This design comes from an exercise in tuning for small area on the open sky130 flow, not from production work.
In this exercise RTL edits were held to simulation tests only and were not proved equivalent to the original.
Power is estimated from default activity; no workload was simulated.

--- design/flow/config.mk ---
export PLATFORM = sky130hd
export DESIGN_NAME = mc32_core
export DESIGN_NICKNAME = mc32_core
export VERILOG_FILES = /design/flow/design.v
export SDC_FILE = /design/flow/constraint.sdc
export NUM_CORES = 4
export LEC_CHECK = 0
export ABC_AREA = 0
export CAP_MARGIN = 20
export CORE_MARGIN = 2
export CORE_UTILIZATION = 55
export PLACE_DENSITY = 0.72
export SLEW_MARGIN = 20
--- design/flow/flow/run.sh ---
#!/bin/bash
# The standard layout (the standard.sh, standard synthesis unchanged), with two knobs:
# every port still gets a buffer, but the small buf_1; and CTS without dummy loads, with
# clusters of at most 16 sinks driven by clkbuf_8.
set -euo pipefail
bash standard.sh \
  "BUFFER_PORTS_ARGS=-buffer_cell sky130_fd_sc_hd__buf_1" \
  "CTS_ARGS=-sink_clustering_enable -repair_clock_nets -dont_use_dummy_load -sink_clustering_size 16 -sink_clustering_max_diameter 80 -buf_list sky130_fd_sc_hd__clkbuf_8" \
  finish > standard.log 2>&1
--- design/flow/constraint.sdc ---
create_clock -name core_clock -period 10.0 [get_ports {clk}]
set_input_delay 2.0000 -clock core_clock [delete_from_list [all_inputs] [get_ports {clk}]]
set_output_delay 2.0000 -clock core_clock [all_outputs]
set_load 0.01 [all_outputs]
--- design/flow/design.v ---
module mc32_core (
  input  wire        clk,
  input  wire        rst,           
  input  wire [31:0] prog_len,      
  output wire [31:0] imem_addr,
  input  wire [63:0] imem_rdata,
  output wire [9:0]  dmem_addr,
  output wire        dmem_we,
  output wire [31:0] dmem_wdata,
  input  wire [31:0] dmem_rdata,
  input  wire        in_valid,
  input  wire        in_eof,
  input  wire [7:0]  in_data,
  output wire        in_ready,
  output wire        out_valid,
  output wire [7:0]  out_data,
  output wire        halted,
  output wire        faulted,
  output wire [2:0]  fault_code,
  output wire [31:0] exit_code
);
  localparam NREG  = 13;
  localparam DEPTH = 16;
  localparam [2:0] F_STACK    = 3'd1;
  localparam [2:0] F_RANGE    = 3'd2;
  localparam [2:0] F_ILLEGAL  = 3'd3;
  localparam [2:0] F_FETCH    = 3'd4;
  localparam [2:0] F_CALL     = 3'd5;
  localparam [2:0] F_RET      = 3'd6;
  localparam [2:0] F_PUTBACK  = 3'd7;
  localparam [7:0] OP_MOV  = 8'h01, OP_ADD = 8'h02, OP_SUB = 8'h03, OP_AND = 8'h04,
                   OP_ORR  = 8'h05, OP_EOR = 8'h06, OP_MVN = 8'h07, OP_LSL = 8'h08,
                   OP_LSR  = 8'h09, OP_CMP = 8'h0A, OP_STR = 8'h0B, OP_LDR = 8'h0C,
                   OP_B    = 8'h10, OP_BEQ = 8'h11, OP_BNE = 8'h12, OP_BLT = 8'h13,
                   OP_BGT  = 8'h14, OP_BL  = 8'h15, OP_RET = 8'h16, OP_HALT = 8'h20;
  localparam [2:0] S_R1 = 3'd0, S_R2 = 3'd1, S_WAIT = 3'd2, S_ALIGN = 3'd3,
                   S_HALT = 3'd4, S_FAULT = 3'd5, S_BOOT = 3'd6;
  localparam [2:0] W_NONE = 3'd0, W_T = 3'd1, W_SHL = 3'd2, W_SHR = 3'd3,
                   W_MEM = 3'd4, W_IN = 3'd5, W_PB = 3'd6, W_ZERO = 3'd7;
  localparam [1:0] M_NONE = 2'd0, M_WRITE = 2'd1, M_OUT = 2'd2, M_PUTBACK = 2'd3;
  localparam [1:0] P_INC = 2'd0, P_T = 2'd1, P_RS = 2'd2, P_BL = 2'd3;
  reg [2:0]  st;
  reg [2:0]  ph;
  reg [2:0]  fcode;
  reg        flag_n, flag_z, flag_c, flag_v;
  reg [4:0]  rs_cnt;
  reg        pb_full;
  reg        eq, gt;           
  reg [31:0] pc;
  reg [31:0] T;
  reg [11:0] A;
  reg        hi;               
  reg        cy, zacc, ic;
  reg [2:0]  l_wsel;
  reg [3:0]  l_rd;
  reg [1:0]  l_mem;
  reg [1:0]  l_pcsel;
  reg        l_halt;
  wire       l_wen   = (l_wsel != W_NONE);
  wire       l_lsr   = (l_wsel == W_SHR);
  wire       l_pbclr = (l_wsel == W_PB);
  wire       l_pbw   = (l_mem == M_PUTBACK);
  wire       l_push  = (l_pcsel == P_BL);
  wire       l_pop   = (l_pcsel == P_RS);
  wire r1 = (st == S_R1);
  wire r2 = (st == S_R2);
  wire boot = (st == S_BOOT);
  wire [63:0] w    = imem_rdata;
  wire [7:0]  opc  = w[63:56];
  wire [3:0]  rd   = w[55:52];
  wire [3:0]  rn   = w[51:48];
  wire [3:0]  rm   = w[47:44];
  wire [2:0]  z1   = w[43:41];
  wire        ibit = w[40];
  wire [7:0]  z2   = w[39:32];
  wire [31:0] imm  = w[31:0];
  wire f_dp3 = (opc == OP_ADD) || (opc == OP_SUB) || (opc == OP_AND) || (opc == OP_ORR) ||
               (opc == OP_EOR) || (opc == OP_LSL) || (opc == OP_LSR);
  wire f_dp2 = (opc == OP_MOV) || (opc == OP_MVN);
  wire f_cmp = (opc == OP_CMP);
  wire f_mem = (opc == OP_STR) || (opc == OP_LDR);
  wire f_br  = (opc >= OP_B) && (opc <= OP_BL);
  wire f_non = (opc == OP_RET) || (opc == OP_HALT);
  wire known = f_dp3 || f_dp2 || f_cmp || f_mem || f_br || f_non;
  wire illegal = !known
              || (z1 != 3'd0) || (z2 != 8'd0)
              || (!ibit && (imm != 32'd0))
              || ( ibit && (rm  != 4'd0))
              || ((f_dp2 || f_mem || f_br || f_non) && (rn != 4'd0))
              || ((f_cmp || f_br || f_non) && (rd != 4'd0))
              || (f_br && !ibit)
              || (f_non && (ibit || (rm != 4'd0)));
  wire rd_bad = (f_dp3 || f_dp2 || f_mem) && (rd >= NREG);
  wire rn_bad = (f_dp3 || f_cmp) && (rn >= NREG);
  wire rm_bad = (f_dp3 || f_dp2 || f_cmp || f_mem) && !ibit && (rm >= NREG);
  wire reg_bad = rd_bad || rn_bad || rm_bad;
  wire is_str  = (opc == OP_STR);
  wire is_ldr  = (opc == OP_LDR);
  wire is_sh   = (opc == OP_LSL) || (opc == OP_LSR);
  wire is_bl   = (opc == OP_BL);
  wire is_ret  = (opc == OP_RET);
  wire is_halt = (opc == OP_HALT);
  wire is_sub  = (opc == OP_SUB) || (opc == OP_CMP);
  reg take;
  always @(*) begin
    case (opc)
      OP_B:    take = 1'b1;
      OP_BEQ:  take = flag_z;
      OP_BNE:  take = !flag_z;
      OP_BLT:  take = (flag_n != flag_v);
      OP_BGT:  take = !flag_z && (flag_n == flag_v);
      OP_BL:   take = 1'b1;
      default: take = 1'b0;
    endcase
  end
  wire [3:0] xh [0:NREG-1];
  wire       x_wr = r2 && l_wen;
  reg  [3:0] wd;
  wire [3:0] wdb  = boot ? 4'h0 : wd;
  genvar g;
  generate
    for (g = 0; g < NREG; g = g + 1) begin : xr
      reg [31:0] q;
      always @(posedge clk)
        q <= {(boot || (x_wr && (l_rd == g))) ? ((g == NREG - 1) ? (boot ? rnib(g, ph) : wd) : wdb) : q[3:0],
              q[31:4]};
      assign xh[g] = q[3:0];
    end
  endgenerate
  function [3:0] rnib(input [3:0] sel, input [2:0] p);
    begin
      if (sel == 4'd12)
        rnib = (p == 3'd0) ? 4'hC : (p == 3'd1) ? 4'hF : (p == 3'd2) ? 4'h3 : 4'h0;
      else
        rnib = 4'h0;
    end
  endfunction
  function [3:0] xread(input [3:0] sel, input [4*NREG-1:0] h);
    begin
      xread = h[{sel, 2'b00} +: 4];
    end
  endfunction
  wire [4*NREG-1:0] xhf;
  generate
    for (g = 0; g < NREG; g = g + 1) begin : xf
      assign xhf[4*g +: 4] = xh[g];
    end
  endgenerate
  wire [3:0] selN = eq ? 4'd0 : (is_str ? rd : rn);
  wire [3:0] nA   = xread(selN, xhf);
  wire [3:0] nM   = xread(rm, xhf);
  wire [3:0] nImm = imm[{ph, 2'b00} +: 4];
  wire [3:0] nB   = ibit ? nImm : nM;
  wire [3:0] bx  = is_sub ? ~nB : nB;
  wire       cin = (ph == 3'd0) ? is_sub : cy;
  wire [4:0] sum = {1'b0, nA} + {1'b0, bx} + {4'd0, cin};
  reg [3:0] alu;
  always @(*) begin
    if (eq)
      alu = nA;
    else
      case (opc)
        OP_MOV, OP_B, OP_BEQ, OP_BNE, OP_BLT, OP_BGT, OP_BL: alu = nB;
        OP_ADD, OP_SUB, OP_CMP: alu = sum[3:0];
        OP_AND:  alu = nA & nB;
        OP_ORR:  alu = nA | nB;
        OP_EOR:  alu = nA ^ nB;
        OP_MVN:  alu = ~nB;
        default: alu = nA;
      endcase
  end
  wire zn    = (sum[3:0] == 4'd0);
  wire a31   = nA[3];
  wire b31   = nB[3];
  wire d31   = sum[3];
  wire range   = (A[11:10] != 2'd0) || hi || (nB != 4'd0);
  wire a_fault = !range && (A[9:0] == 10'd1021);
  wire a_in    = !range && (A[9:0] == 10'd1022);
  wire a_out   = !range && (A[9:0] == 10'd1023);
  wire a_plain = !range && (A[9:0] <= 10'd1020);
  wire ldr_wait = !eq && is_ldr && a_in && !pb_full;
  wire [4*DEPTH-1:0] rshf;
  wire [3:0] rs_top = rshf[{rs_cnt[3:0] - 4'd1, 2'b00} +: 4];
  wire       pc_sh   = rst || (r1 && ph == 3'd7) || ((r2 || boot) && ph != 3'd7);
  wire [1:0] pcsel_d = eq ? P_T : is_bl ? P_BL : (is_halt || (f_br && take)) ? P_T :
                       is_ret ? P_RS : P_INC;
  wire [1:0] pcsel   = r1 ? pcsel_d : l_pcsel;
  wire       push    = (pcsel == P_BL);
  wire [4:0] inc     = {1'b0, pc[3:0]} + {4'd0, r1 ? 1'b1 : ic};
  wire [3:0] pcnib   = (rst || boot) ? 4'h0 : pcsel[0] ? T[7:4] : pcsel[1] ? rs_top : inc[3:0];
  generate
    for (g = 0; g < DEPTH; g = g + 1) begin : rsr
      reg [31:0] q;
      always @(posedge clk)
        q <= {(pc_sh && push && (rs_cnt[3:0] == g)) ? inc[3:0] : q[3:0], q[31:4]};
      assign rshf[4*g +: 4] = q[3:0];
    end
  endgenerate
  reg [31:0] pb;
  always @(posedge clk)
    pb <= {(r2 && l_pbw) ? T[3:0] : pb[3:0], pb[31:4]};
  wire [2:0] sa     = A[4:2];
  wire [1:0] sb     = A[1:0];
  wire       big    = hi || (A[11:5] != 7'd0);
  wire       sh_lsr = r1 ? (opc == OP_LSR) : l_lsr;
  wire [2:0] selp   = sh_lsr ? sa + 3'd1 : 3'd0 - sa;
  reg  [3:0] tsel;
  always @(*) begin
    case (selp)
      3'd0: tsel = T[3:0];
      3'd1: tsel = T[7:4];
      3'd2: tsel = T[11:8];
      3'd3: tsel = T[15:12];
      3'd4: tsel = T[19:16];
      3'd5: tsel = T[23:20];
      3'd6: tsel = T[27:24];
      default: tsel = T[31:28];
    endcase
  end
  wire [3:0] cur_r1 = (selp == 3'd0) ? alu : tsel;
  wire       cur_ok = sh_lsr ? ({1'b0, ph} + {1'b0, sa} <= 4'd6) : (ph >= sa);
  wire [3:0] cur    = cur_ok ? tsel : 4'h0;
  reg  [3:0] sh_prev;
  wire [7:0] shwin  = {cur, sh_prev};
  reg  [3:0] shw;
  always @(*) begin
    case ({sh_lsr, sb})
      3'b000: shw = shwin[7:4];
      3'b001: shw = shwin[6:3];
      3'b010: shw = shwin[5:2];
      3'b011: shw = shwin[4:1];
      3'b100: shw = shwin[3:0];
      3'b101: shw = shwin[4:1];
      3'b110: shw = shwin[5:2];
      default: shw = shwin[6:3];
    endcase
  end
  wire [3:0] shnib  = big ? 4'h0 : shw;
  always @(posedge clk)
    sh_prev <= r1 ? (sh_lsr ? cur_r1 : 4'h0) : cur;
  wire [3:0] dnib  = dmem_rdata[{ph, 2'b00} +: 4];
  wire [3:0] innib = A[8] ? 4'hF : (ph == 3'd0) ? A[3:0] : (ph == 3'd1) ? A[7:4] : 4'h0;
  always @(*) begin
    case (l_wsel)
      W_T:     wd = T[3:0];
      W_SHL:   wd = shnib;
      W_SHR:   wd = shnib;
      W_MEM:   wd = dnib;
      W_IN:    wd = innib;
      W_PB:    wd = pb[3:0];
      default: wd = 4'h0;
    endcase
  end
  assign imem_addr  = pc;
  assign dmem_addr  = A[9:0];
  assign dmem_wdata = T;
  assign dmem_we    = r2 && (ph == 3'd0) && (l_mem == M_WRITE);
  assign out_valid  = r2 && (ph == 3'd0) && (l_mem == M_OUT);
  assign out_data   = T[7:0];
  assign in_ready   = (r1 && (ph == 3'd7) && ldr_wait) || (st == S_WAIT);
  assign halted     = (st == S_HALT);
  assign faulted    = (st == S_FAULT);
  assign fault_code = fcode;
  assign exit_code  = pc;
  wire take_in = in_ready && in_valid;
  always @(posedge clk) begin
    T <= {r1 ? alu : T[3:0], T[31:4]};
    if (r1) begin
      cy   <= sum[4];
      zacc <= ((ph == 3'd0) ? 1'b1 : zacc) && zn;
      if (ph <= 3'd2) begin
        A  <= {nB, A[11:4]};
        hi <= 1'b0;
      end else begin
        hi <= hi || (nB != 4'd0);
      end
    end
    if (take_in)
      A[8:0] <= {in_eof, in_data};
    if (pc_sh)
      ic <= inc[4];
    if (pc_sh)
      pc <= {pcnib, pc[31:4]};
  end
  always @(posedge clk) begin
    if (rst) begin
      st      <= S_BOOT;
      ph      <= 3'd0;
      fcode   <= 3'd0;
      flag_n  <= 1'b0;
      flag_z  <= 1'b0;
      flag_c  <= 1'b0;
      flag_v  <= 1'b0;
      rs_cnt  <= 5'd0;
      pb_full <= 1'b0;
    end else begin
      ph <= ph + 3'd1;
      case (st)
        S_R1: begin
          if (ph == 3'd0) begin
            if (gt) begin
              st <= S_FAULT; fcode <= F_FETCH;
            end else if (!eq) begin
              if (illegal) begin
                st <= S_FAULT; fcode <= F_ILLEGAL;
              end else if (reg_bad) begin
                st <= S_FAULT; fcode <= F_RANGE;
              end else if (is_bl && rs_cnt == DEPTH) begin
                st <= S_FAULT; fcode <= F_CALL;
              end else if (is_ret && rs_cnt == 5'd0) begin
                st <= S_FAULT; fcode <= F_RET;
              end
            end
          end
          if (ph == 3'd7) begin
            l_rd    <= rd;
            l_pcsel <= pcsel_d;
            l_halt  <= eq || is_halt;
            l_wsel  <= (eq || !(f_dp3 || f_dp2 || is_ldr)) ? W_NONE :
                       (opc == OP_LSL) ? W_SHL :
                       (opc == OP_LSR) ? W_SHR :
                       !is_ldr ? W_T :
                       a_plain ? W_MEM :
                       a_out   ? W_ZERO :
                       pb_full ? W_PB : W_IN;
            l_mem   <= (eq || !is_str) ? M_NONE : a_plain ? M_WRITE : a_out ? M_OUT : M_PUTBACK;
            if (!eq && f_cmp) begin
              flag_n <= d31;
              flag_z <= zacc && zn;
              flag_c <= (a31 & ~b31) | ((a31 == b31) & d31);
              flag_v <= (~a31 & b31 & d31) | (a31 & ~b31 & ~d31);
            end
            st <= S_R2;
            if (!eq && f_mem && range) begin
              st <= S_FAULT; fcode <= F_RANGE;
            end else if (!eq && f_mem && a_fault) begin
              st <= S_FAULT; fcode <= F_STACK;
            end else if (!eq && is_str && a_in && pb_full) begin
              st <= S_FAULT; fcode <= F_PUTBACK;
            end else if (ldr_wait && !in_valid) begin
              st <= S_WAIT;
            end
          end
        end
        S_WAIT: begin
          if (in_valid)
            st <= (ph == 3'd7) ? S_R2 : S_ALIGN;
        end
        S_ALIGN: begin
          if (ph == 3'd7)
            st <= S_R2;
        end
        S_BOOT: begin
          if (ph == 3'd7)
            st <= S_R1;
        end
        default: ;    
      endcase
      if (r2 || boot) begin
          if (ph == 3'd0) begin
            eq <= (pc[31:28] == prog_len[3:0]);
            gt <= (pc[31:28] > prog_len[3:0]);
          end else begin
            eq <= eq && (pc[31:28] == prog_len[{ph, 2'b00} +: 4]);
            gt <= (pc[31:28] > prog_len[{ph, 2'b00} +: 4]) ||
                  ((pc[31:28] == prog_len[{ph, 2'b00} +: 4]) && gt);
          end
      end
      case (st)
        S_R2: begin
          if (ph == 3'd7) begin
            st <= l_halt ? S_HALT : S_R1;
            if (l_push)
              rs_cnt <= rs_cnt + 5'd1;
            if (l_pop)
              rs_cnt <= rs_cnt - 5'd1;
            if (l_pbw)
              pb_full <= 1'b1;
            if (l_pbclr)
              pb_full <= 1'b0;
          end
        end
        default: ;    
      endcase
    end
  end
endmodule
--- design/flow/standard.sh ---
#!/bin/bash
# synth_recipe.tcl (not shown) runs the flow's synth.tcl, then flattens the netlist and writes it again
# the make line also repeats each setting of config.mk as NAME=value (left out here)
make -C /OpenROAD-flow-scripts/flow DESIGN_CONFIG=/design/flow/config.mk WORK_HOME=/design/flow/orfs CLKGATE_MAP_FILE= SYNTH_SCRIPT=/design/flow/synth_recipe.tcl "${@:-finish}"
==> flow_metrics.env, run 1 <==
export IMPL_synth_distinct_cells=86
export IMPL_nFillCells=4314
export IMPL_power_density_cell_area_nw_per_um2=196
export IMPL_grt_antenna_before_repair=7
export IMPL_placementRows=86
export IMPL_worst_endpoint_arrival_ns=5.26
export IMPL_design_core_area_um2=55200
export IMPL_synth_yosys_warnings=1
export IMPL_cts_setup_buffers=0
export IMPL_ys_flop_type="sky130_fd_sc_hd__dfxtp_1"
export IMPL_detailed_place_area_um2=32300
export IMPL_synth_area_per_cell_um2=13.8
export IMPL_multi_input_comb_area_um2=7780
export IMPL_ctsRootBufferMaster="sky130_fd_sc_hd__clkbuf_8"
export IMPL_worst_skew_pair_late_latency_ns=0.70
export IMPL_synth_cell_area_um2=30800
export IMPL_wl_per_cell_um=20.5
export IMPL_tightest_slew_ns=1.09
export IMPL_min_path_type="reg2reg"
export IMPL_drt_iter0_markers=1186
export IMPL_final_setup_viol_count=0
export IMPL_run_status="complete, no violations"
export IMPL_synth_fp_nets=2419
export IMPL_report_final_hold_viol_count=0
export IMPL_clock_skew_ns=0.104
export IMPL_clkSlewWorstSetupHoldPaths_ns=0.09
export IMPL_synthToLayoutAreaGrowth_pct=8.18
export IMPL_post_route_drc_count=0
export IMPL_chipHeight_um=241
export IMPL_num_io_pins=262
export IMPL_grt_setup_unrepaired="no"
export IMPL_hold_buffers_post_cts=0
export IMPL_tritoncts_clock_tree="built"
export IMPL_timing_final_crit_period_ns=7.26
export IMPL_r2r_cells=14
export IMPL_grt_pass1_wl_mm=97.6
export IMPL_setup_tns_ns=0
export IMPL_synth_async_sr_flop_share_pct=0
export IMPL_via_per_inst=5.32
export IMPL_synthCells=2231
export IMPL_wl_mm=66.2
export IMPL_dr_total_vias=17200
export IMPL_grt_max_degree=35
export IMPL_cellLeakagePower_nw=12.8
export IMPL_end_kind="output pin"
export IMPL_nets=2663
export IMPL_critPathRequiredTime_ns=8.00
export IMPL_final_seq_area_um2=22200
export IMPL_area_of_the_die_um2=58000
export IMPL_max_clock_freq_mhz=138
export IMPL_post_route_fraction_of_the_period_consumed_by_the_critical_path_pct=72.6
export IMPL_share_of_post_route_cells_with_drive_strength_above_1_pct=11.3
export IMPL_critical_path_max_fanout=16
export IMPL_max_clock_path_buffers=3
export IMPL_floorplan_die_width_um=241
export IMPL_synth_yosys_seq_area_share_pct=71.9
export IMPL_postLayoutCellArea_um2=33300
export IMPL_initial_standard_cell_utilization_of_the_core_pct=55.8
export IMPL_grt_usage_pct=22.6
export IMPL_htree_num_levels=3
export IMPL_timing_final_max_slew_violations=0
export IMPL_grt_remaining_overflow=0
export IMPL_post_cts_resize_count=0
export IMPL_worstSetupStartpointType="primary input"
export IMPL_layout_common_cells="sky130_fd_sc_hd__dfxtp_1, sky130_fd_sc_hd__buf_1, sky130_fd_sc_hd__nor2_1, sky130_fd_sc_hd__mux2_2, sky130_fd_sc_hd__nand2_1"
export IMPL_final_common_cell="sky130_fd_sc_hd__dfxtp_1"
export IMPL_hold_path_cell_count=0
export IMPL_timing_setup_critical_path_class="in2out"
export IMPL_worst_ir_drop_vdd_mv=0.152
export IMPL_synth_enable_flop_cells=62
export IMPL_place_congestion=0.966
export IMPL_first_global_vias=16600
export IMPL_hpwlAfterDp_mm=48.0
export IMPL_antenna_left=0
export IMPL_first_pass_iters=8
export IMPL_clkSinkCount=1076
export IMPL_ys_seq_elements=1076
export IMPL_worst_slew_margin_pct=26.9
export IMPL_port_buffers=261
export IMPL_cts_made_buffers=78
export IMPL_max_cap_viol_count=0
## layout make-up
type                       count  share of cell area [%]
sequential                  1076                    66.5
multi-input combinational    979                    23.3
timing repair buffer         285                    3.48
clock buffer                  78                    3.22
tap                          748                    2.81
inverter                      55                   0.657
antenna                        4                  0.0300
## path summary, 6_finish.rpt
| kind | startpoint | to | slack, ns |
|---|---|---|---|
| setup reg to reg | eq$_DFFE_PP_ | sh_prev[3]$_DFF_P_ | 5.27 |
| hold reg to reg | rsr[3].q[12]$_DFF_P_ | rsr[3].q[8]$_DFF_P_ | 0.27 |
| setup / recovery | imem_rdata[45] | in_ready | 2.74 |
| hold / removal | rsr[3].q[12]$_DFF_P_ | rsr[3].q[8]$_DFF_P_ | 0.27 |
## report_power, final
part / leakage (nW) / internal [W] / switching, W / total (W)
combinational: 3.35 / 0.0000975 / 0.000159 / 0.000256
sequential: 8.86 / 0.00436 / 0.0000293 / 0.00439
clock: 0.561 / 0.000701 / 0.00120 / 0.00190
## layer usage
layer | track usage (%) | wire length (µm) | up-vias
met5 | 0 | 32 | -
met4 | 8.68 | 2280 | 6
met3 | 4.03 | 3780 | 130
met2 | 35.6 | 29800 | 582
met1 | 31.2 | 30300 | 8280
li1 | - | - | 8162
## sequential cells by signal, summed over array words and instances (netlist names), 2 cells and up, named ones only
register  cells
rsr.q       512
xr.q        416
T            32
pb           32
pc           32
A            12
rs_cnt        5
l_rd          4
sh_prev       4
fcode         3
l_wsel        3
ph            3
st            3
l_mem         2
l_pcsel       2
## worst max-delay path, cell delays in order
cell and delay (ns):
sky130_fd_sc_hd__buf_1 0.60, sky130_fd_sc_hd__mux4_2 0.42, sky130_fd_sc_hd__mux4_2 0.49, sky130_fd_sc_hd__or2_0 0.23, sky130_fd_sc_hd__or4_1 0.58, sky130_fd_sc_hd__a21oi_4 0.30
sky130_fd_sc_hd__a21oi_1 0.15, sky130_fd_sc_hd__nor3_4 0.27, sky130_fd_sc_hd__buf_1 0.22
## stage by stage
step	worst slack (ns)	util, %	hold slack [ns]	power (W)	std cells
floorplan	3.66	-	0.310	0.00465	2231
global placement	2.42	58.4	0.310	0.00474	3143
detailed placement	2.35	58.4	0.312	0.00474	3143
CTS	2.35	60.4	0.276	0.00661	3221
global route	2.58	60.4	0.286	0.00678	3225
finish	2.74	60.4	0.275	0.00655	3225
## cells in the mapped netlist (8+ instances only)
library cell	instances	area share, %
sky130_fd_sc_hd__inv_1	53	0.65
sky130_fd_sc_hd__ha_1	44	1.8
sky130_fd_sc_hd__a31oi_1	23	0.47
sky130_fd_sc_hd__a211oi_1	8	0.19
sky130_fd_sc_hd__xor2_1	9	0.26
sky130_fd_sc_hd__nor2b_1	23	0.47
sky130_fd_sc_hd__nor2_1	92	1.1
sky130_fd_sc_hd__and3_1	14	0.28
sky130_fd_sc_hd__mux2_2	89	3.3
sky130_fd_sc_hd__nand2_1	88	1.1
sky130_fd_sc_hd__mux2_1	9	0.33
sky130_fd_sc_hd__o211ai_1	8	0.19
sky130_fd_sc_hd__o22ai_1	24	0.49
sky130_fd_sc_hd__nand3_1	56	0.91
sky130_fd_sc_hd__o31ai_1	9	0.22
sky130_fd_sc_hd__nand4_1	17	0.35
sky130_fd_sc_hd__mux2i_1	61	2.0
sky130_fd_sc_hd__clkbuf_1	53	0.65
sky130_fd_sc_hd__a21o_1	10	0.24
sky130_fd_sc_hd__nand2b_1	24	0.49
sky130_fd_sc_hd__edfxtp_1	62	6.0
sky130_fd_sc_hd__a21oi_1	65	1.1
sky130_fd_sc_hd__xnor2_1	10	0.28
sky130_fd_sc_hd__dfxtp_1	1014	66
sky130_fd_sc_hd__o21ai_1	14	0.23
sky130_fd_sc_hd__o21ai_0	63	1.0
sky130_fd_sc_hd__mux4_2	59	4.3
sky130_fd_sc_hd__nor4_1	23	0.47
sky130_fd_sc_hd__buf_4	51	1.2
sky130_fd_sc_hd__nor3_1	24	0.39
sky130_fd_sc_hd__buf_1	8	0.097
## logic make-up after synthesis
family	count (synthesis)	synth area share (%)
XOR/XNOR	19	0.540
AND/OR/NAND/NOR	414	6.92
AO/OA/AOI/OAI	279	5.78
adder cells (fa/ha/maj)	48	2.05
buffers and inverters	176	2.90
multiplexers	219	9.92
flip-flops	1076	71.9
==> run 2, diff against run 1 <==
--- a/design/flow/config.mk
+++ b/design/flow/config.mk
@@ -8,6 +8,6 @@
 export ABC_AREA = 0
 export CAP_MARGIN = 20
 export CORE_MARGIN = 2
-export CORE_UTILIZATION = 55
-export PLACE_DENSITY = 0.72
+export CORE_UTILIZATION = 40
+export PLACE_DENSITY = 0.6
 export SLEW_MARGIN = 20
==> run 2 against run 1 <==
- synthesized area unchanged
- sequential share of layout area down 0.80 points
- first-iteration DRC count up 1.3%
- synthesized cell count unchanged
- non-clock buffer count down 1
- critical path type unchanged
- routed wire length up 4.7%
- largest cell class unchanged
- utilization down 16 points
- critical endpoint unchanged
- sequential cell count unchanged
- final cell count up 8.7%
- die area up 37%
==> flow_metrics.env, run 2 <==
export IMPL_max_cap_viol_count=0
export IMPL_first_pass_iters=5
export IMPL_num_io_pins=262
export IMPL_post_synth_top_count_cell="sky130_fd_sc_hd__dfxtp_1"
export IMPL_dr_total_vias=17100
export IMPL_run_status="complete, no violations"
export IMPL_nFillCells=6979
export IMPL_synth_enable_flop_cells=62
export IMPL_synth_top_cells_by_count="sky130_fd_sc_hd__dfxtp_1, sky130_fd_sc_hd__nor2_1, sky130_fd_sc_hd__mux2_2, sky130_fd_sc_hd__nand2_1, sky130_fd_sc_hd__a21oi_1"
export IMPL_yosys_area_top_type="sky130_fd_sc_hd__dfxtp_1"
export IMPL_cts_made_buffers=80
export IMPL_htree_num_levels=3
export IMPL_ys_seq_elements=1076
export IMPL_via_per_inst=4.88
export IMPL_place_congestion=0.918
export IMPL_wl_met2_mm=30.9
export IMPL_max_clock_freq_mhz=138
export IMPL_power_density_cell_area_nw_per_um2=195
export IMPL_registers_top_by_ff_count="rsr.q"
export IMPL_met1Wirelength_mm=32.4
export IMPL_worst_ir_drop_vdd_mv=0.108
export IMPL_synth_distinct_cells=86
export IMPL_timing_setup_critical_path_class="in2out"
export IMPL_post_synth_main_area_contributors="sky130_fd_sc_hd__dfxtp_1, sky130_fd_sc_hd__edfxtp_1, sky130_fd_sc_hd__mux4_2"
export IMPL_final_setup_viol_count=0
export IMPL_final_seq_area_um2=22200
export IMPL_worst_skew_pair_late_latency_ns=0.70
export IMPL_report_final_hold_viol_count=0
export IMPL_min_path_type="reg2reg"
export IMPL_initial_standard_cell_utilization_of_the_core_pct=40.5
export IMPL_reg_largest_list="rsr.q (512), xr.q (416)"
export IMPL_chipHeight_um=282
export IMPL_nets=2664
export IMPL_floorplan_die_width_um=282
export IMPL_synth_yosys_seq_area_share_pct=71.9
export IMPL_ys_flop_type="sky130_fd_sc_hd__dfxtp_1"
export IMPL_max_clock_path_buffers=3
export IMPL_synthToLayoutAreaGrowth_pct=9.49
export IMPL_critical_path_max_fanout=16
export IMPL_largest_reg_flops=512
export IMPL_final_common_cell="sky130_fd_sc_hd__dfxtp_1"
export IMPL_critPathRequiredTime_ns=8.00
export IMPL_antenna_left=0
export IMPL_tightest_slew_ns=1.16
export IMPL_worst_slew_margin_pct=22.6
export IMPL_layout_common_cells="sky130_fd_sc_hd__dfxtp_1, sky130_fd_sc_hd__buf_1, sky130_fd_sc_hd__nor2_1, sky130_fd_sc_hd__mux2_2, sky130_fd_sc_hd__nand2_1"
export IMPL_synthCells=2231
export IMPL_cellLeakagePower_nw=12.8
export IMPL_synth_yosys_warnings=1
export IMPL_post_cts_resize_count=0
export IMPL_met3_wirelength_mm=3.80
export IMPL_clkSlewWorstSetupHoldPaths_ns=0.10
export IMPL_synth_cell_area_um2=30800
export IMPL_post_route_fraction_of_the_period_consumed_by_the_critical_path_pct=72.5
export IMPL_synth_fp_nets=2419
export IMPL_grt_setup_unrepaired="no"
export IMPL_synth_top_area_share_pct=65.9
export IMPL_placementRows=101
export IMPL_setup_tns_ns=0
export IMPL_area_of_the_die_um2=79300
export IMPL_hpwlAfterDp_mm=50.1
export IMPL_grt_pass1_wl_mm=103
export IMPL_clkSinkCount=1076
export IMPL_timing_final_max_slew_violations=0
export IMPL_grt_max_degree=35
export IMPL_tritoncts_clock_tree="built"
export IMPL_detailed_place_area_um2=32600
export IMPL_synth_area_per_cell_um2=13.8
export IMPL_clock_skew_ns=0.145
export IMPL_synth_async_sr_flop_share_pct=0
export IMPL_worstSetupStartpointType="primary input"
export IMPL_drt_iter0_markers=1201
export IMPL_first_global_vias=16700
export IMPL_grt_usage_pct=17.2
export IMPL_cts_setup_buffers=0
export IMPL_post_route_drc_count=0
export IMPL_grt_antenna_before_repair=4
export IMPL_end_kind="output pin"
export IMPL_worst_endpoint_arrival_ns=5.25
export IMPL_postLayoutCellArea_um2=33800
export IMPL_design_core_area_um2=76100
export IMPL_port_buffers=261
export IMPL_multi_input_comb_area_um2=7820
export IMPL_top_layer_used="met4"
export IMPL_share_of_post_route_cells_with_drive_strength_above_1_pct=11.4
export IMPL_grt_remaining_overflow=0
export IMPL_ctsRootBufferMaster="sky130_fd_sc_hd__clkbuf_8"
export IMPL_timing_final_crit_period_ns=7.25
export IMPL_wl_mm=69.4
export IMPL_wl_per_cell_um=19.8
export IMPL_hold_buffers_post_cts=0
run 2: report_power, final:
part,internal [W],switching [W],leakage [nW]
Clock,0.000718,0.00122,0.575
Combinational,0.0000981,0.000169,3.35
Sequential,0.00436,0.0000248,8.86
Total,0.00518,0.00141,12.8
run 2: worst paths after layout:
path,depth (start not counted),startpoint,endpoint,slack (ns)
setup / recovery,9,imem_rdata[45],in_ready,2.75
hold / removal,0,rsr[11].q[8]$_DFF_P_,rsr[11].q[4]$_DFF_P_,0.28
setup reg to reg,14,eq$_DFFE_PP_,T[31]$_DFF_P_,5.34
hold reg to reg,0,rsr[11].q[8]$_DFF_P_,rsr[11].q[4]$_DFF_P_,0.28
run 2: layout make-up:
class | instances | share of cell area, %
antenna | 2 | 0.0148
clock buffer | 80 | 3.26
inverter | 55 | 0.649
multi-input combinational | 979 | 23.2
sequential | 1076 | 65.7
tap | 1030 | 3.82
timing repair buffer | 284 | 3.42
run 2: layer usage:
layer  track usage (%)  vias up
li1                  -     8138
met1              23.9     8340
met2              27.0      517
met3              2.82      128
met4              6.71        0
met5                 0        -
run 2: through the flow:
stage / setup WS [ns] / hold WS (ns) / std cells / util [%] / power, W
4_1_cts: 2.32 / 0.265 / 3504 / 44.3 / 0.00667
3_3_place_gp: 2.40 / 0.310 / 3424 / 42.9 / 0.00475
6_report: 2.75 / 0.279 / 3506 / 44.4 / 0.00659
3_5_place_dp: 2.33 / 0.312 / 3424 / 42.9 / 0.00475
2_1_floorplan: 3.66 / 0.310 / 2231 / - / 0.00465
5_1_grt: 2.65 / 0.281 / 3506 / 44.4 / 0.00685
run 2: cell families after synthesis:
| logic type | Yosys count | share of synthesized area, % |
|---|---|---|
| and+or+nand+nor | 414 | 6.92 |
| muxes | 219 | 9.92 |
| AOI/OAI and AO/OA | 279 | 5.78 |
| adders and majority gates | 48 | 2.05 |
| DFF | 1076 | 71.9 |
| buffers and inverters | 176 | 2.90 |
| xor gates and xnor gates | 19 | 0.540 |
run 2: worst max-delay path, stage by stage:
cell and delay (ns):
sky130_fd_sc_hd__buf_1 0.62, sky130_fd_sc_hd__mux4_2 0.42, sky130_fd_sc_hd__mux4_2 0.48, sky130_fd_sc_hd__or2_0 0.23, sky130_fd_sc_hd__or4_1 0.64, sky130_fd_sc_hd__a21oi_4 0.29
sky130_fd_sc_hd__a21oi_1 0.14, sky130_fd_sc_hd__nor3_4 0.21, sky130_fd_sc_hd__buf_1 0.20
==> run 3, diff against run 2 <==
==> design/flow/flow/run.sh (replaced) <==
#!/bin/bash
# The standard layout (the standard.sh, standard synthesis unchanged), with two knobs:
# every port still gets a buffer, but the small buf_1; and CTS without dummy loads, with
# clusters of at most 20 sinks driven by clkbuf_8.
set -euo pipefail
bash standard.sh \
  "BUFFER_PORTS_ARGS=-buffer_cell sky130_fd_sc_hd__buf_1" \
  "CTS_ARGS=-sink_clustering_enable -repair_clock_nets -dont_use_dummy_load -sink_clustering_size 20 -sink_clustering_max_diameter 70 -buf_list sky130_fd_sc_hd__clkbuf_8" \
  finish > standard.log 2>&1
==> run 3 against run 2 <==
- sequential power about the same
- combinational power about the same
- first-iteration DRC count down 6.7%
- die area unchanged
- sequential cell count unchanged
- critical path depth unchanged
- via count down 0.19%
- maximum frequency down 0.12%
- non-clock buffer count unchanged
- hold slack worse by 0.0097 ns
- critical path type unchanged
==> flow_metrics.env, run 3 <==
export IMPL_run_status="complete, no violations"
export IMPL_max_clock_path_buffers=3
export IMPL_synth_yosys_warnings=1
export IMPL_min_path_type="reg2reg"
export IMPL_tightest_slew_ns=1.13
export IMPL_wl_mm=69.3
export IMPL_synth_cell_area_um2=30800
export IMPL_met3_wirelength_mm=3.51
export IMPL_ctsRootBufferMaster="sky130_fd_sc_hd__clkbuf_8"
export IMPL_hpwlAfterDp_mm=50.1
export IMPL_power_frac_comb_pct=4.1
export IMPL_grt_max_degree=35
export IMPL_synth_fp_nets=2419
export IMPL_ys_flop_type="sky130_fd_sc_hd__dfxtp_1"
export IMPL_clkSlewWorstSetupHoldPaths_ns=0.10
export IMPL_cts_made_buffers=69
export IMPL_reg_largest_list="rsr.q (512), xr.q (416)"
export IMPL_switching_share_pct=21.5
export IMPL_top_layer_used="met4"
export IMPL_r2r_cells=14
export IMPL_first_pass_iters=5
export IMPL_grt_usage_pct=17.2
export IMPL_synth_area_per_cell_um2=13.8
export IMPL_via_per_inst=4.89
export IMPL_dr_total_vias=17100
export IMPL_setup_worst_path_start="imem_rdata[45]"
export IMPL_final_common_cell="sky130_fd_sc_hd__dfxtp_1"
export IMPL_critPathRequiredTime_ns=8.00
export IMPL_post_cts_resize_count=0
export IMPL_floorplan_die_width_um=282
export IMPL_synth_yosys_seq_area_share_pct=71.9
export IMPL_place_congestion=0.918
export IMPL_post_synth_main_area_contributors="sky130_fd_sc_hd__dfxtp_1, sky130_fd_sc_hd__edfxtp_1, sky130_fd_sc_hd__mux4_2"
export IMPL_registers_top_by_ff_count="rsr.q"
export IMPL_share_of_post_route_cells_with_drive_strength_above_1_pct=11.0
export IMPL_worst_slew_margin_pct=24.6
export IMPL_seq_power_share_pct=67.7
export IMPL_timing_setup_critical_path_class="in2out"
export IMPL_hold_buffers_post_cts=0
export IMPL_htree_num_levels=3
export IMPL_cts_setup_buffers=0
export IMPL_post_route_drc_count=0
export IMPL_synth_top_cells_by_count="sky130_fd_sc_hd__dfxtp_1, sky130_fd_sc_hd__nor2_1, sky130_fd_sc_hd__mux2_2, sky130_fd_sc_hd__nand2_1, sky130_fd_sc_hd__a21oi_1"
export IMPL_report_final_hold_viol_count=0
export IMPL_worst_setup_path_endpoint="in_ready"
export IMPL_antenna_left=0
export IMPL_nets=2653
export IMPL_synth_enable_flop_cells=62
export IMPL_worst_ir_drop_vdd_mv=0.120
export IMPL_p_sw_w=0.00139
export IMPL_grt_setup_unrepaired="no"
export IMPL_worstSetupStartpointType="primary input"
export IMPL_wl_per_cell_um=19.8
export IMPL_hold_ws_ns=0.269
export IMPL_share_clk_of_total_power_pct=28.1
export IMPL_tritoncts_clock_tree="built"
export IMPL_port_buffers=261
export IMPL_area_of_the_die_um2=79300
export IMPL_end_kind="output pin"
export IMPL_synth_distinct_cells=86
export IMPL_first_global_vias=16600
export IMPL_placementRows=101
export IMPL_largest_reg_flops=512
export IMPL_design_core_area_um2=76100
export IMPL_r2r_end="T[31]$_DFF_P_"
export IMPL_drt_iter0_markers=1121
export IMPL_clkSinkCount=1076
export IMPL_num_io_pins=262
export IMPL_setup_tns_ns=0
export IMPL_clock_skew_ns=0.0914
export IMPL_synth_async_sr_flop_share_pct=0
export IMPL_grt_antenna_before_repair=3
export IMPL_synthToLayoutAreaGrowth_pct=8.99
export IMPL_chipHeight_um=282
export IMPL_worst_r2r_setup_slack_ns=5.43
export IMPL_critical_path_max_fanout=16
export IMPL_grt_pass1_wl_mm=103
export IMPL_r2r_start="eq$_DFFE_PP_"
export IMPL_ys_seq_elements=1076
export IMPL_power_density_cell_area_nw_per_um2=193
export IMPL_timing_final_max_slew_violations=0
export IMPL_post_route_fraction_of_the_period_consumed_by_the_critical_path_pct=72.6
export IMPL_final_setup_viol_count=0
export IMPL_initial_standard_cell_utilization_of_the_core_pct=40.5
export IMPL_yosys_area_top_type="sky130_fd_sc_hd__dfxtp_1"
export IMPL_worst_skew_pair_late_latency_ns=0.68
export IMPL_power_report_internal_total_w=0.00509
export IMPL_synth_top_area_share_pct=65.9
export IMPL_max_clock_freq_mhz=138
export IMPL_met1Wirelength_mm=32.5
export IMPL_max_cap_viol_count=0
export IMPL_grt_remaining_overflow=0
export IMPL_post_synth_top_count_cell="sky130_fd_sc_hd__dfxtp_1"
export IMPL_cellLeakagePower_nw=12.7
export IMPL_worst_endpoint_arrival_ns=5.26
export IMPL_wl_met2_mm=30.8
export IMPL_layout_common_cells="sky130_fd_sc_hd__dfxtp_1, sky130_fd_sc_hd__buf_1, sky130_fd_sc_hd__nor2_1, sky130_fd_sc_hd__mux2_2, sky130_fd_sc_hd__nand2_1"
export IMPL_synthCells=2231
export IMPL_timing_final_crit_period_ns=7.26
-- run 3: cells by family (layout without fill, tap and decap cells) --
family | after synthesis | count (layout) | share of synthesized area, %
other cells | 0 | 1 | 0
compound gates | 279 | 279 | 5.78
simple gates | 414 | 414 | 6.92
xor+xnor | 19 | 19 | 0.540
fa+ha+maj | 48 | 48 | 2.05
mux | 219 | 219 | 9.92
buf+inv | 176 | 408 | 2.90
flops | 1076 | 1076 | 71.9
-- run 3: final cells by class --
cell class,count,area [µm²]
Antenna cell,1,2.50
Multi-Input combinational cell,979,7820
Inverter,55,219
Sequential cell,1076,22200
Tap cell,1030,1290
Timing Repair Buffer,284,1150
Clock buffer,69,950
Fill cell,6995,42500
-- run 3: critical path: stages --
cell	delay, ns
sky130_fd_sc_hd__buf_1	0.63
sky130_fd_sc_hd__mux4_2	0.43
sky130_fd_sc_hd__mux4_2	0.48
sky130_fd_sc_hd__or2_0	0.23
sky130_fd_sc_hd__or4_1	0.64
sky130_fd_sc_hd__a21oi_4	0.29
sky130_fd_sc_hd__a21oi_1	0.15
sky130_fd_sc_hd__nor3_4	0.21
sky130_fd_sc_hd__buf_1	0.20
-- run 3: metal layers --
layer	up-vias	track usage, %
met4	0	6.98
met2	532	26.9
met1	8303	23.9
met5	-	0
li1	8124	-
met3	132	2.65
-- run 3: through the flow --
step,setup WS (ns),instance area (µm²),instances,power [W],util (%)
after detailed placement,2.33,32600,3424,0.00475,42.9
final,2.74,33600,3494,0.00648,44.2
after CTS,2.32,33600,3493,0.00656,44.1
after global placement,2.40,32600,3424,0.00475,42.9
after floorplan,3.66,30800,2231,0.00465,-
after global routing,2.62,33600,3494,0.00674,44.2
-- run 3: power by group through the flow --
stage,Clock (W),Sequential (W),Combinational [W]
5_1_grt,0.00206,0.00439,0.000288
3_3_place_gp,0,0.00449,0.000262
4_1_cts,0.00190,0.00439,0.000267
6_report,0.00182,0.00439,0.000267
2_1_floorplan,0,0.00448,0.000165
3_5_place_dp,0,0.00449,0.000266
-- run 3: how the worst min path moves through the flow --
stage                               start                    end  slack [ns]  depth (start not counted)
CTS                   xr[6].q[17]$_DFF_P_    xr[6].q[13]$_DFF_P_        0.28                          0
floorplan                   pb[4]$_DFF_P_          pb[0]$_DFF_P_        0.31                          0
detailed placement  rsr[14].q[31]$_DFF_P_  rsr[14].q[27]$_DFF_P_        0.31                          0
global placement     xr[11].q[17]$_DFF_P_   xr[11].q[13]$_DFF_P_        0.31                          0
finish                xr[6].q[17]$_DFF_P_    xr[6].q[13]$_DFF_P_        0.27                          0
global route         xr[10].q[25]$_DFF_P_   xr[10].q[21]$_DFF_P_        0.28                          0
==> run 4, diff against run 3 <==
--- a/design/flow/design.v
+++ b/design/flow/design.v
@@ -34,7 +34,7 @@
                    OP_B    = 8'h10, OP_BEQ = 8'h11, OP_BNE = 8'h12, OP_BLT = 8'h13,
                    OP_BGT  = 8'h14, OP_BL  = 8'h15, OP_RET = 8'h16, OP_HALT = 8'h20;
   localparam [2:0] S_R1 = 3'd0, S_R2 = 3'd1, S_WAIT = 3'd2, S_ALIGN = 3'd3,
-                   S_HALT = 3'd4, S_FAULT = 3'd5, S_BOOT = 3'd6;
+                   S_HALT = 3'd4, S_FAULT = 3'd5, S_BOOT = 3'd6, S_BOOT1 = 3'd7;
   localparam [2:0] W_NONE = 3'd0, W_T = 3'd1, W_SHL = 3'd2, W_SHR = 3'd3,
                    W_MEM = 3'd4, W_IN = 3'd5, W_PB = 3'd6, W_ZERO = 3'd7;
   localparam [1:0] M_NONE = 2'd0, M_WRITE = 2'd1, M_OUT = 2'd2, M_PUTBACK = 2'd3;
@@ -64,7 +64,14 @@
   wire       l_pop   = (l_pcsel == P_RS);
   wire r1 = (st == S_R1);
   wire r2 = (st == S_R2);
-  wire boot = (st == S_BOOT);
+  wire boot  = (st == S_BOOT);
+  wire boot1 = (st == S_BOOT1);
+  wire waitst = (st == S_WAIT);
+  wire align  = (st == S_ALIGN);
+  reg        ieof;
+  reg        pw;
+  reg [2:0]  qe;
+  reg [2:0]  kc;                
   wire [63:0] w    = imem_rdata;
   wire [7:0]  opc  = w[63:56];
   wire [3:0]  rd   = w[55:52];
@@ -114,7 +121,7 @@
     endcase
   end
   wire [3:0] xh [0:NREG-1];
-  wire       x_wr = r2 && l_wen;
+  wire       x_wr = (r2 && l_wen) || pw;
   reg  [3:0] wd;
   wire [3:0] wdb  = boot ? 4'h0 : wd;
   genvar g;
@@ -147,8 +154,9 @@
     end
   endgenerate
   wire [3:0] selN = eq ? 4'd0 : (is_str ? rd : rn);
-  wire [3:0] nA   = xread(selN, xhf);
-  wire [3:0] nM   = xread(rm, xhf);
+  wire [3:0] innib;
+  wire [3:0] nA   = (pw && selN == l_rd) ? innib : xread(selN, xhf);
+  wire [3:0] nM   = (pw && rm == l_rd) ? innib : xread(rm, xhf);
   wire [3:0] nImm = imm[{ph, 2'b00} +: 4];
   wire [3:0] nB   = ibit ? nImm : nM;
   wire [3:0] bx  = is_sub ? ~nB : nB;
@@ -181,13 +189,13 @@
   wire ldr_wait = !eq && is_ldr && a_in && !pb_full;
   wire [4*DEPTH-1:0] rshf;
   wire [3:0] rs_top = rshf[{rs_cnt[3:0] - 4'd1, 2'b00} +: 4];
-  wire       pc_sh   = rst || (r1 && ph == 3'd7) || ((r2 || boot) && ph != 3'd7);
+  wire       pc_sh   = (r1 && ph == 3'd7) || boot1 || ((r2 || waitst || align || boot) && kc != 3'd0);
   wire [1:0] pcsel_d = eq ? P_T : is_bl ? P_BL : (is_halt || (f_br && take)) ? P_T :
                        is_ret ? P_RS : P_INC;
   wire [1:0] pcsel   = r1 ? pcsel_d : l_pcsel;
   wire       push    = (pcsel == P_BL);
   wire [4:0] inc     = {1'b0, pc[3:0]} + {4'd0, r1 ? 1'b1 : ic};
-  wire [3:0] pcnib   = (rst || boot) ? 4'h0 : pcsel[0] ? T[7:4] : pcsel[1] ? rs_top : inc[3:0];
+  wire [3:0] pcnib   = (boot || boot1) ? 4'h0 : pcsel[0] ? T[7:4] : pcsel[1] ? rs_top : inc[3:0];
   generate
     for (g = 0; g < DEPTH; g = g + 1) begin : rsr
       reg [31:0] q;
@@ -239,7 +247,7 @@
   always @(posedge clk)
     sh_prev <= r1 ? (sh_lsr ? cur_r1 : 4'h0) : cur;
   wire [3:0] dnib  = dmem_rdata[{ph, 2'b00} +: 4];
-  wire [3:0] innib = A[8] ? 4'hF : (ph == 3'd0) ? A[3:0] : (ph == 3'd1) ? A[7:4] : 4'h0;
+  assign     innib = ieof ? 4'hF : (ph == 3'd0) ? A[3:0] : (ph == 3'd1) ? (r1 ? A[3:0] : A[7:4]) : 4'h0;
   always @(*) begin
     case (l_wsel)
       W_T:     wd = T[3:0];
@@ -275,8 +283,10 @@
         hi <= hi || (nB != 4'd0);
       end
     end
-    if (take_in)
-      A[8:0] <= {in_eof, in_data};
+    if (take_in) begin
+      A[7:0] <= in_data;
+      ieof   <= in_eof;
+    end
     if (pc_sh)
       ic <= inc[4];
     if (pc_sh)
@@ -284,8 +294,10 @@
   end
   always @(posedge clk) begin
     if (rst) begin
-      st      <= S_BOOT;
-      ph      <= 3'd0;
+      st      <= S_BOOT1;
+      ph      <= 3'd7;
+      kc      <= 3'd0;
+      pw      <= 1'b0;
       fcode   <= 3'd0;
       flag_n  <= 1'b0;
       flag_z  <= 1'b0;
@@ -295,6 +307,14 @@
       pb_full <= 1'b0;
     end else begin
       ph <= ph + 3'd1;
+      if (pc_sh) begin
+        kc <= kc + 3'd1;
+        eq <= ((kc == 3'd0) || eq) && (pcnib == prog_len[{kc, 2'b00} +: 4]);
+        gt <= (pcnib > prog_len[{kc, 2'b00} +: 4]) ||
+              ((pcnib == prog_len[{kc, 2'b00} +: 4]) && (kc != 3'd0) && gt);
+      end
+      if (pw && ph == qe)
+        pw <= 1'b0;
       case (st)
         S_R1: begin
           if (ph == 3'd0) begin
@@ -343,29 +363,27 @@
           end
         end
         S_WAIT: begin
-          if (in_valid)
-            st <= (ph == 3'd7) ? S_R2 : S_ALIGN;
+          if (in_valid) begin
+            if (ph == 3'd7) begin
+              st <= S_R2;
+            end else begin
+              st <= S_ALIGN;
+              pw <= 1'b1;
+              qe <= ph;
+            end
+          end
         end
         S_ALIGN: begin
           if (ph == 3'd7)
-            st <= S_R2;
+            st <= S_R1;
         end
+        S_BOOT1: st <= S_BOOT;
         S_BOOT: begin
           if (ph == 3'd7)
             st <= S_R1;
         end
         default: ;    
       endcase
-      if (r2 || boot) begin
-          if (ph == 3'd0) begin
-            eq <= (pc[31:28] == prog_len[3:0]);
-            gt <= (pc[31:28] > prog_len[3:0]);
-          end else begin
-            eq <= eq && (pc[31:28] == prog_len[{ph, 2'b00} +: 4]);
-            gt <= (pc[31:28] > prog_len[{ph, 2'b00} +: 4]) ||
-                  ((pc[31:28] == prog_len[{ph, 2'b00} +: 4]) && gt);
-          end
-      end
       case (st)
         S_R2: begin
           if (ph == 3'd7) begin
==> design/flow/flow/run.sh (replaced) <==
#!/bin/bash
# The standard layout (the standard.sh, standard synthesis unchanged), with two knobs:
# every port still gets a buffer, but the small buf_1; and CTS without dummy loads, with
# clusters of at most 16 sinks driven by clkbuf_8.
set -euo pipefail
bash standard.sh \
  "BUFFER_PORTS_ARGS=-buffer_cell sky130_fd_sc_hd__buf_1" \
  "CTS_ARGS=-sink_clustering_enable -repair_clock_nets -dont_use_dummy_load -sink_clustering_size 16 -sink_clustering_max_diameter 80 -buf_list sky130_fd_sc_hd__clkbuf_8" \
  finish > standard.log 2>&1
==> run 4 against run 3 <==
- still clean on timing, DRC and antenna
- hold slack better by 0.012 ns
- maximum frequency is 11% lower
- sequential share of layout area is 0.27 points higher
- global-route usage is 0.93 points lower
- critical path depth is 2 higher
- synthesized cell count is 0.81% higher
- worst setup slack worse by 0.91 ns
==> flow_metrics.env, run 4 <==
export IMPL_synth_cell_area_um2=30800
export IMPL_report_final_hold_viol_count=0
export IMPL_first_global_vias=16300
export IMPL_max_clock_path_buffers=3
export IMPL_setup_tns_ns=0
export IMPL_detailed_place_area_um2=32600
export IMPL_cts_made_buffers=81
export IMPL_hpwlAfterDp_mm=47.7
export IMPL_share_clk_of_total_power_pct=25.1
export IMPL_clock_skew_ns=0.0991
export IMPL_timing_final_max_slew_violations=0
export IMPL_final_seq_area_um2=22400
export IMPL_port_buffers=261
export IMPL_end_kind="output pin"
export IMPL_post_synth_top_count_cell="sky130_fd_sc_hd__dfxtp_1"
export IMPL_synth_distinct_cells=83
export IMPL_design_core_area_um2=76200
export IMPL_max_clock_freq_mhz=122
export IMPL_synth_area_per_cell_um2=13.7
export IMPL_grt_usage_pct=16.3
export IMPL_ctsRootBufferMaster="sky130_fd_sc_hd__clkbuf_8"
export IMPL_worst_skew_pair_late_latency_ns=0.70
export IMPL_worstSetupStartpointType="primary input"
export IMPL_synth_top_area_share_pct=66.1
export IMPL_htree_num_levels=3
export IMPL_place_congestion=0.906
export IMPL_clkSlewWorstSetupHoldPaths_ns=0.09
export IMPL_via_per_inst=4.80
export IMPL_grt_pass1_wl_mm=97.4
export IMPL_ys_flop_type="sky130_fd_sc_hd__dfxtp_1"
export IMPL_placementRows=101
export IMPL_postLayoutCellArea_um2=33800
export IMPL_num_io_pins=262
export IMPL_post_synth_main_area_contributors="sky130_fd_sc_hd__dfxtp_1, sky130_fd_sc_hd__edfxtp_1, sky130_fd_sc_hd__mux4_2"
export IMPL_critical_path_slowest_cell="sky130_fd_sc_hd__nor4_1"
export IMPL_post_route_fraction_of_the_period_consumed_by_the_critical_path_pct=81.7
export IMPL_setup_worst_path_start="imem_rdata[45]"
export IMPL_grt_remaining_overflow=0
export IMPL_antenna_left=0
export IMPL_r2r_cells=13
export IMPL_seq_power_share_pct=63.8
export IMPL_yosys_area_top_type="sky130_fd_sc_hd__dfxtp_1"
export IMPL_r2r_start="st[2]$_SDFF_PP1_"
export IMPL_post_route_drc_count=0
export IMPL_p_sw_w=0.00197
export IMPL_max_cap_viol_count=0
export IMPL_power_density_cell_area_nw_per_um2=230
export IMPL_critPathRequiredTime_ns=8.00
export IMPL_grt_antenna_before_repair=10
export IMPL_timing_final_crit_period_ns=8.17
export IMPL_synth_async_sr_flop_share_pct=0
export IMPL_worst_slew_margin_pct=33.9
export IMPL_initial_standard_cell_utilization_of_the_core_pct=40.5
export IMPL_drt_iter0_markers=1073
export IMPL_cellLeakagePower_nw=12.7
export IMPL_synth_top_cells_by_count="sky130_fd_sc_hd__dfxtp_1, sky130_fd_sc_hd__nand2_1, sky130_fd_sc_hd__o21ai_0, sky130_fd_sc_hd__nor2_1, sky130_fd_sc_hd__a21oi_1"
export IMPL_worst_ir_drop_vdd_mv=0.142
export IMPL_wl_per_cell_um=18.8
export IMPL_area_of_the_die_um2=79400
export IMPL_clkSinkCount=1084
export IMPL_final_setup_viol_count=0
export IMPL_grt_max_degree=39
export IMPL_multi_input_comb_area_um2=7650
export IMPL_power_report_internal_total_w=0.00579
export IMPL_switching_share_pct=25.4
export IMPL_post_cts_resize_count=0
export IMPL_synth_enable_flop_cells=66
export IMPL_cpPeakStageDelay_ns=0.72
export IMPL_synth_fp_nets=2435
export IMPL_power_frac_comb_pct=11.1
export IMPL_layout_common_cells="sky130_fd_sc_hd__dfxtp_1, sky130_fd_sc_hd__buf_1, sky130_fd_sc_hd__nand2_1, sky130_fd_sc_hd__o21ai_0, sky130_fd_sc_hd__nor2_1"
export IMPL_first_pass_iters=5
export IMPL_worst_endpoint_arrival_ns=6.17
export IMPL_crit_chain="buf_1 -> mux4_2 -> mux2_2 -> o221ai_1 -> o221ai_1 -> nor4_1 -> and2_1 -> nand2_1 -> and4b_1 -> o21a_1 -> buf_1"
export IMPL_worst_setup_path_endpoint="in_ready"
export IMPL_tritoncts_clock_tree="built"
export IMPL_worst_r2r_setup_slack_ns=4.51
export IMPL_nFillCells=6955
export IMPL_min_path_type="reg2reg"
export IMPL_cts_setup_buffers=0
export IMPL_tightest_slew_ns=0.989
export IMPL_timing_setup_critical_path_class="in2out"
export IMPL_ys_seq_elements=1084
export IMPL_synth_yosys_seq_area_share_pct=72.5
export IMPL_final_common_cell="sky130_fd_sc_hd__dfxtp_1"
export IMPL_synthCells=2249
export IMPL_run_status="complete, no violations"
export IMPL_share_of_post_route_cells_with_drive_strength_above_1_pct=10.7
export IMPL_chipHeight_um=282
export IMPL_hold_buffers_post_cts=0
export IMPL_largest_reg_flops=512
export IMPL_registers_top_by_ff_count="rsr.q"
export IMPL_floorplan_die_width_um=282
export IMPL_critical_path_max_fanout=15
export IMPL_wl_mm=66.1
export IMPL_nets=2681
export IMPL_synthToLayoutAreaGrowth_pct=9.44
export IMPL_grt_setup_unrepaired="no"
export IMPL_reg_largest_list="rsr.q (512), xr.q (416)"
export IMPL_r2r_end="A[4]$_DFFE_PP_"
export IMPL_synth_yosys_warnings=1
export IMPL_dr_total_vias=16900
==> run 4: cell types whose count changed after synthesis, sizes merged, moves of 16 or more <==
cell	previous run	this run
nand2	89	158
mux2	99	67
mux2i	61	33
o21ai	78	105
a21oi	66	85
nand3	56	37
a22o	0	16
a31oi	24	8
==> run 4: cell type report <==
cell class | count | area share [%]
inverter | 48 | 0.534
multi-input combinational | 996 | 22.7
antenna | 4 | 0.0297
timing repair buffer | 284 | 3.42
sequential | 1084 | 66.2
tap | 1030 | 3.82
clock buffer | 81 | 3.30
==> run 4: metal layers <==
metal | up-vias | global-route usage [%] | routed length [µm]
li1 | 8166 | - | -
met1 | 8166 | 22.9 | 31000
met2 | 442 | 24.1 | 28900
met3 | 137 | 4.55 | 4370
met4 | 12 | 5.65 | 1820
met5 | - | 0 | 80
==> run 4: power by group through the flow <==
stage               logic (W)  registers, W  clock network [W]
floorplan            0.000595       0.00500                  0
global placement     0.000858       0.00504                  0
detailed placement   0.000867       0.00506                  0
CTS                  0.000871       0.00496            0.00203
global route         0.000948       0.00499            0.00220
finish               0.000860       0.00495            0.00195
==> run 4: how the worst min path moves through the flow <==
stage                               from                    to  slack (ns)  cells past startpoint
floorplan                  pb[4]$_DFF_P_         pb[0]$_DFF_P_        0.31                      0
global placement     xr[6].q[25]$_DFF_P_   xr[6].q[21]$_DFF_P_        0.31                      0
detailed placement  rsr[2].q[10]$_DFF_P_   rsr[2].q[6]$_DFF_P_        0.31                      0
CTS                 rsr[7].q[25]$_DFF_P_  rsr[7].q[21]$_DFF_P_        0.28                      0
global route         xr[7].q[18]$_DFF_P_   xr[7].q[14]$_DFF_P_        0.27                      0
finish               xr[9].q[24]$_DFF_P_   xr[9].q[20]$_DFF_P_        0.28                      0
==> run 4: worst max-delay path: cells and delay by family <==
family                 cells  cell delay [ns]
AO/OA/AOI/OAI              3             0.73
buffers and inverters      2             0.84
AND/OR/NAND/NOR            4             1.71
multiplexers               2             0.89
==> run 4: kinds of logic after synthesis <==
logic type,after synthesis,synth area share (%)
xor gates and xnor gates,38,1.14
adders and majority gates,46,1.96
buffers and inverters,169,2.77
muxes,162,8.08
AOI/OAI and AO/OA,335,7.16
and+or+nand+nor,415,6.39
DFF,1084,72.5
==> run 4: stage by stage <==
step	worst slack, ns	hold slack (ns)	power [W]	instances	utilization [%]
after global routing	1.69	0.273	0.00814	3526	44.3
after detailed placement	1.62	0.312	0.00592	3442	42.8
after global placement	1.74	0.310	0.00590	3442	42.8
after CTS	1.62	0.276	0.00786	3523	44.3
final	1.83	0.281	0.00776	3527	44.3
after floorplan	3.23	0.310	0.00560	2249	-
==> run 5, diff against run 4 <==
==> design/flow/flow/run.sh (replaced) <==
#!/bin/bash
# The standard layout (the standard.sh, standard synthesis unchanged), with two knobs:
# every port still gets a buffer, but the small buf_1; and CTS without dummy loads, with
# clusters of at most 18 sinks driven by clkbuf_8.
set -euo pipefail
bash standard.sh \
  "BUFFER_PORTS_ARGS=-buffer_cell sky130_fd_sc_hd__buf_1" \
  "CTS_ARGS=-sink_clustering_enable -repair_clock_nets -dont_use_dummy_load -sink_clustering_size 18 -sink_clustering_max_diameter 75 -buf_list sky130_fd_sc_hd__clkbuf_8" \
  finish > standard.log 2>&1
==> design/flow/config.mk (replaced) <==
export PLATFORM = sky130hd
export DESIGN_NAME = mc32_core
export DESIGN_NICKNAME = mc32_core
export VERILOG_FILES = /design/flow/design.v
export SDC_FILE = /design/flow/constraint.sdc
export NUM_CORES = 4
export LEC_CHECK = 0
export ABC_AREA = 1
export CAP_MARGIN = 20
export CORE_MARGIN = 2
export CORE_UTILIZATION = 55
export PLACE_DENSITY = 0.72
export SLEW_MARGIN = 20
==> run 5 against run 4 <==
- count of clock-buffer cells in the layout down 8
- routed wire length up 9.7%
- critical endpoint unchanged
- synthesized cell count up 27%
- still clean
- largest cell class unchanged
- final cell count up 8.8%
==> flow_metrics.env, run 5 <==
export IMPL_run_status="complete, no violations"
export IMPL_max_clock_path_buffers=3
export IMPL_place_congestion=0.966
export IMPL_r2r_cells=24
export IMPL_grt_remaining_overflow=0
export IMPL_layout_common_cells="sky130_fd_sc_hd__dfxtp_1, sky130_fd_sc_hd__nand2_1, sky130_fd_sc_hd__buf_1, sky130_fd_sc_hd__nand3_1"
export IMPL_end_kind="output pin"
export IMPL_final_setup_viol_count=0
export IMPL_clkSinkCount=1084
export IMPL_worst_r2r_setup_slack_ns=4.76
export IMPL_share_of_post_route_cells_with_drive_strength_above_1_pct=7.00
export IMPL_hold_path_cell_count=0
export IMPL_yosys_area_share_simple_pct=14.4
export IMPL_detailed_place_area_um2=33100
export IMPL_switching_share_pct=26.7
export IMPL_yosys_area_top_type="sky130_fd_sc_hd__dfxtp_1"
export IMPL_antenna_left=0
export IMPL_clock_skew_ns=0.103
export IMPL_worst_slew_margin_pct=25.1
export IMPL_share_clk_of_total_power_pct=23.6
export IMPL_tightest_slew_ns=1.12
export IMPL_worst_endpoint_arrival_ns=4.95
export IMPL_worst_ir_drop_vdd_mv=0.176
export IMPL_timing_final_max_slew_violations=0
export IMPL_first_pass_iters=6
export IMPL_via_per_inst=5.19
export IMPL_cellLeakagePower_nw=14.1
export IMPL_globalRouteMet1Util_pct=33.2
export IMPL_registers_top_by_ff_count="rsr.q"
export IMPL_cts_setup_buffers=0
export IMPL_post_synth_main_area_contributors="sky130_fd_sc_hd__dfxtp_1, sky130_fd_sc_hd__edfxtp_1, sky130_fd_sc_hd__nand2_1"
export IMPL_ctsRootBufferMaster="sky130_fd_sc_hd__clkbuf_8"
export IMPL_max_clock_freq_mhz=144
export IMPL_synth_cell_area_um2=31800
export IMPL_r2r_start="ph[1]$_SDFF_PP1_"
export IMPL_synth_top_cells_by_count="sky130_fd_sc_hd__dfxtp_1, sky130_fd_sc_hd__nand2_1, sky130_fd_sc_hd__nand3_1, sky130_fd_sc_hd__nor2_1, sky130_fd_sc_hd__inv_1"
export IMPL_p_sw_w=0.00210
export IMPL_synthToLayoutAreaGrowth_pct=7.19
export IMPL_setup_tns_ns=0
export IMPL_hold_buffers_post_cts=0
export IMPL_ys_seq_elements=1084
export IMPL_floorplan_die_width_um=244
export IMPL_htree_num_levels=3
export IMPL_wl_per_cell_um=18.9
export IMPL_critical_path_max_fanout=18
export IMPL_placementRows=88
export IMPL_synth_area_per_cell_um2=11.2
export IMPL_design_core_area_um2=57400
export IMPL_synth_top_area_share_pct=64.1
export IMPL_min_path_type="reg2reg"
export IMPL_final_common_cell="sky130_fd_sc_hd__dfxtp_1"
export IMPL_synth_yosys_warnings=1
export IMPL_power_report_internal_total_w=0.00577
export IMPL_worst_skew_pair_late_latency_ns=0.69
export IMPL_first_global_vias=19000
export IMPL_grt_peak_use_layer="met2"
export IMPL_clkSlewWorstSetupHoldPaths_ns=0.10
export IMPL_tritoncts_clock_tree="built"
export IMPL_cts_made_buffers=73
export IMPL_dr_total_vias=19900
export IMPL_seq_power_share_pct=64.6
export IMPL_use_met2_pct=39.2
export IMPL_wl_mm=72.5
export IMPL_grt_setup_unrepaired="no"
export IMPL_p_total_w=0.00787
export IMPL_postLayoutCellArea_um2=34100
export IMPL_synthCells=2845
export IMPL_post_route_drc_count=0
export IMPL_post_synthesis_adder_cell_area_fraction_pct=1.91
export IMPL_hpwlAfterDp_mm=53.0
export IMPL_initial_standard_cell_utilization_of_the_core_pct=55.4
## run 5: cell count changes in the layout (fill, tap and decap cells not counted), moves of 48 or more
cell and delta:
sky130_fd_sc_hd__nand2_1 +335, sky130_fd_sc_hd__mux2_2 -48, sky130_fd_sc_hd__nand3_1 +140, sky130_fd_sc_hd__inv_1 +126, sky130_fd_sc_hd__nor2_1 +83, sky130_fd_sc_hd__mux4_2 -62
## run 5: layer usage
layer  wire length [µm]  share of wire, %  up-vias
li1                   -                 -     9670
met1              33100                46     9470
met2              33500                46      650
met3               3710               5.1      133
met4               2210               3.1        2
met5                 10             0.014        -
## run 5: worst max path at each step
stage | slack (ns) | cells after the start | endpoint | from
after floorplan | 4.46 | 14 | in_ready | imem_rdata[45]
after global routing | 2.79 | 16 | in_ready | imem_rdata[44]
after detailed placement | 3.09 | 18 | in_ready | imem_rdata[44]
after global placement | 3.15 | 18 | in_ready | imem_rdata[44]
after CTS | 3.09 | 18 | in_ready | imem_rdata[44]
final | 3.05 | 18 | in_ready | imem_rdata[44]
## run 5: critical path, cell delays in order
cell and delay, ns:
sky130_fd_sc_hd__buf_1 0.68, sky130_fd_sc_hd__inv_2 0.38, sky130_fd_sc_hd__nor2_2 0.35, sky130_fd_sc_hd__nand2_1 0.08
sky130_fd_sc_hd__o211ai_1 0.10, sky130_fd_sc_hd__nand2_1 0.07, sky130_fd_sc_hd__nand2_1 0.08, sky130_fd_sc_hd__inv_1 0.04
sky130_fd_sc_hd__nand3_1 0.09, sky130_fd_sc_hd__nand2_1 0.08, sky130_fd_sc_hd__nand2_2 0.13, sky130_fd_sc_hd__nand2_2 0.07
sky130_fd_sc_hd__nor2_2 0.13, sky130_fd_sc_hd__nand2_2 0.13, sky130_fd_sc_hd__nor2_4 0.14, sky130_fd_sc_hd__nand3_2 0.08
sky130_fd_sc_hd__nand2_2 0.12, sky130_fd_sc_hd__buf_1 0.17
## run 5: cell type report
class | instances | area, µm²
antenna | 1 | 2.50
clock buffer | 73 | 1000
fill | 4722 | 23300
inverter | 191 | 729
multi-input combinational | 1454 | 7960
sequential | 1084 | 22400
tap | 765 | 957
timing repair buffer | 270 | 1050
## run 5: metrics by stage
step | std cells | util, %
detailed placement | 3764 | 57.6
CTS | 3837 | 59.4
global route | 3838 | 59.4
global placement | 3764 | 57.6
floorplan | 2845 | -
finish | 3838 | 59.4
## run 5: power by group through the flow
stage               registers [W]  logic [W]  clock network (W)
global route              0.00513    0.00104            0.00207
global placement          0.00517   0.000922                  0
CTS                       0.00509   0.000934            0.00192
floorplan                 0.00509   0.000649                  0
detailed placement        0.00519   0.000931                  0
finish                    0.00508   0.000933            0.00185
## run 5: cells by family (layout without fill, tap and decap cells)
family,count (synthesis),in the layout
simple gates,1000,1000
other cells,0,1
xor+xnor,22,22
buf+inv,307,534
flops,1084,1084
fa+ha+maj,46,46
mux,51,51
compound gates,335,335

-- re-timing with driven ports --
The results above use ideal ports. As a check the final layouts listed here were re-extracted and re-timed, cells and wires unchanged. Step 1, drivers: a clkbuf_16 drives clk and a buf_2 each remaining input, both assumed. Step 2 times the ports against the registers' clock, not the clock port: input delays grow and output delays shrink by t, the midpoint of the rising clock arrivals with the driver on. Slacks: no drivers / after step 1 / after step 2; pairs: no drivers / after step 1.
run	shift t [ns]	slack for setup (ns)
run 1	0.705	2.739 / 2.699 / 2.699
run 2	0.686	2.748 / 2.691 / 2.691
run 3	0.698	2.739 / 2.684 / 2.684
run 4	0.711	1.826 / 1.738 / 1.738
run 5	0.698	3.046 / 2.979 / 2.979
After both steps setup and hold are still met in every run listed.
